This design comes from an exercise in tuning for small area, a short achievable clock period and few clock cycles on the open sky130 flow, not from production work. In this exercise RTL edits were held to simulation tests only and were not proved equivalent to the original. No activity file was given, so power comes from the tool's default toggle rates.

== run A ==
Design fcodec, start of the top module:
module fcodec (
    input  wire         clk,
    input  wire         rst,             
    input  wire         cfg_variant_b,   
    input  wire         cfg_deadline,    
    input  wire [3:0]   cfg_retry_limit, 
    input  wire         cfg_rx_verify,
    input  wire         cfg_rx_unstuff,
    input  wire         cfg_b_countbyte, 
    input  wire         cmd_valid,
    output wire         cmd_ready,
    input  wire [7:0]   cmd_op,
    input  wire [2:0]   cmd_name,
    input  wire [7:0]   cmd_dev,
    input  wire [3:0]   cmd_count,
    input  wire [95:0]  cmd_values,      
    output reg          busy,
    output reg          done,
    output reg          err,
    output reg  [3:0]   fault,
    output reg  [1:0]   finfo,
    output reg  [2:0]   rcount,
    output reg          rvalid,
    output wire [101:0] rv,              
    output reg          tx_valid,
    input  wire         tx_ready,
    output reg  [7:0]   tx_data,
    output reg          tx_last,
    input  wire         tx_fail,         
    output reg          rx_req,          
    input  wire         rx_valid,
    input  wire [7:0]   rx_data,
    input  wire         rx_end,          
    input  wire [1:0]   rx_status        
);
    localparam [3:0] F_NONE = 4'd0, F_UNKNOWN = 4'd1, F_TIMEOUT = 4'd2,
                     F_TRANSPORT = 4'd3, F_MALFORMED = 4'd4, F_BADCOUNT = 4'd5,
                     F_CHECKSUM = 4'd6, F_ILLEGAL = 4'd7;
    localparam [7:0] OP_WRREG = 8'h01, OP_RDREG = 8'h02, OP_RESET = 8'h0F;
    reg        is_wr;
    reg [2:0]  name_r;
    reg [2:0]  cnt;
    reg [2:0]  vrem;         
  ...
export LEC_CHECK = 0
export ABC_AREA = 1
export CAP_MARGIN = 50
export CORE_MARGIN = 2
export CORE_UTILIZATION = 50
export CTS_CLUSTER_DIAMETER = 80
export CTS_CLUSTER_SIZE = 25
export PLACE_DENSITY = 0.6
export SETUP_SLACK_MARGIN = 5
export SLEW_MARGIN = 50
create_clock -name core_clock -period 8.0 [get_ports {clk}]
standard.sh (not shown) runs the stock make flow with config.mk's settings and CLKGATE_MAP_FILE= SYNTH_SCRIPT=/design/flow/synth_recipe.tcl, a recipe that flattens the netlist after the stock synthesis.
==> flow/flow/run.sh <==
#!/bin/bash
# Standard ORFS layout (the standard.sh, unchanged synthesis), with two
# changes to how the layout is optimised:
#  - the port buffers inserted at global placement are the plain buffer
#    sky130_fd_sc_hd__buf_1 instead of the default choice;
set -euo pipefail
export BUFFER_PORTS_ARGS="-buffer_cell sky130_fd_sc_hd__buf_1"
bash standard.sh SETUP_SLACK_MARGIN=5.3 finish > standard.log 2>&1
Testbench counts of run A, summed over its fixed seeds: cycles 99,641.
Modified inputs, run B compared to run A
- changing CORE_UTILIZATION from 50 to 45
Findings:
When the final numbers for run B and run A were put side by side, the worst hold margin turned out to be smaller in run B.
The run showing the smaller met2 wire length is run B.
Run B — area added between synthesis and finish 0.39 points lower, run A as reference
The higher cell area of run B and run A is in run A.
Setup changes, run B to run C
- PLACE_DENSITY changed from 0.6 to 0.65
--- outcome ---
From run B to run C the numbers moved as follows: residual antenna-violating net count after detailed routing comparable, worst hold margin now larger, via count now larger. Taking run B as the reference, in run C final instance area +about 0.4%, cell area after synthesis level, achievable clock frequency shrank by 3.3 MHz, number of cells on the worst hold path has increased. Run C vs run B — pin count of the biggest net entering global routing rose 1. Taking run B as the reference point, the placer congestion estimate of run C rises by 0.033. Between run C and run B, the difference in fraction of area in multi-input gates is negligible.

Starting RTL as in the previous note.
export LEC_CHECK = 0
export ABC_AREA = 1
export CAP_MARGIN = 50
export CORE_MARGIN = 2
export CORE_UTILIZATION = 45
export CTS_CLUSTER_DIAMETER = 80
export CTS_CLUSTER_SIZE = 25
export PLACE_DENSITY = 0.6
export SETUP_SLACK_MARGIN = 5
export SLEW_MARGIN = 50
export TNS_END_PERCENT = 20
create_clock -name core_clock -period 8.0 [get_ports {clk}]
Scripts as last shown in full above: flow/flow/run.sh
Testbench counts at the start, summed over its fixed seeds: cycles 99,641.
Next try:
--- a/flow/flow/run.sh
+++ b/flow/flow/run.sh
@@ -6,3 +6,3 @@
 set -euo pipefail
 export BUFFER_PORTS_ARGS="-buffer_cell sky130_fd_sc_hd__buf_1"
-bash standard.sh SETUP_SLACK_MARGIN=5.3 finish > standard.log 2>&1
+bash standard.sh SETUP_SLACK_MARGIN=5.25 finish > standard.log 2>&1
TNS_END_PERCENT = default   (was 20)
- clock-buffer cell count does not change
- via count goes down by 0.99%
- setup slack got worse by 0.023 ns
- clock power goes up by 3.3%
- worst hold slack improved by 0.0059 ns
- critical path depth goes up by 6
- total power goes up by 0.92%
- fmax goes down by 0.86%
- global-route usage goes down by 0.40 points
- wire length goes down by 0.99%

what the ideal ports hide:
In the flow no input, the clock included, has a driving cell. The finished layouts below were timed again as built, in two steps.
Step 1: set_driving_cell puts a clkbuf_16 on clk and a buf_2 on each other input, an assumption about the parent block.
Step 2 also shifts input and output timing later by t, the mid clock arrival at the registers, as if the neighbouring blocks saw the same clock.
a / b / c = ideal / step 1 / step 2; a / b = the first two.
| run | t, ns | setup WS [ns] | worst setup path at the end | latest minus earliest clock arrival (ns) | cell pins on the clock port's net |
|---|---|---|---|---|---|
| run A | 0.477 | 5.334 / 5.288 / 4.896 | input to register | 0.016 / 0.017 | 1 |
| run B | 0.495 | 5.326 / 5.278 / 4.897 | input to register | 0.018 / 0.018 | 1 |
| run C | 0.488 | 5.303 / 5.252 / 4.929 | input to register | 0.018 / 0.019 | 1 |
| the first run of note 2 | 0.487 | 5.309 / 5.260 / 4.852 | input to register | 0.019 / 0.019 | 1 |
| the second run of note 2 | 0.487 | 5.285 / 5.249 / 4.829 | input to register | 0.019 / 0.019 | 1 |
After both steps every run listed still meets setup and hold. The setup slack of the first run of note 2, which loses most, moves by -0.049 ns with the drivers and by -0.457 ns with both steps.
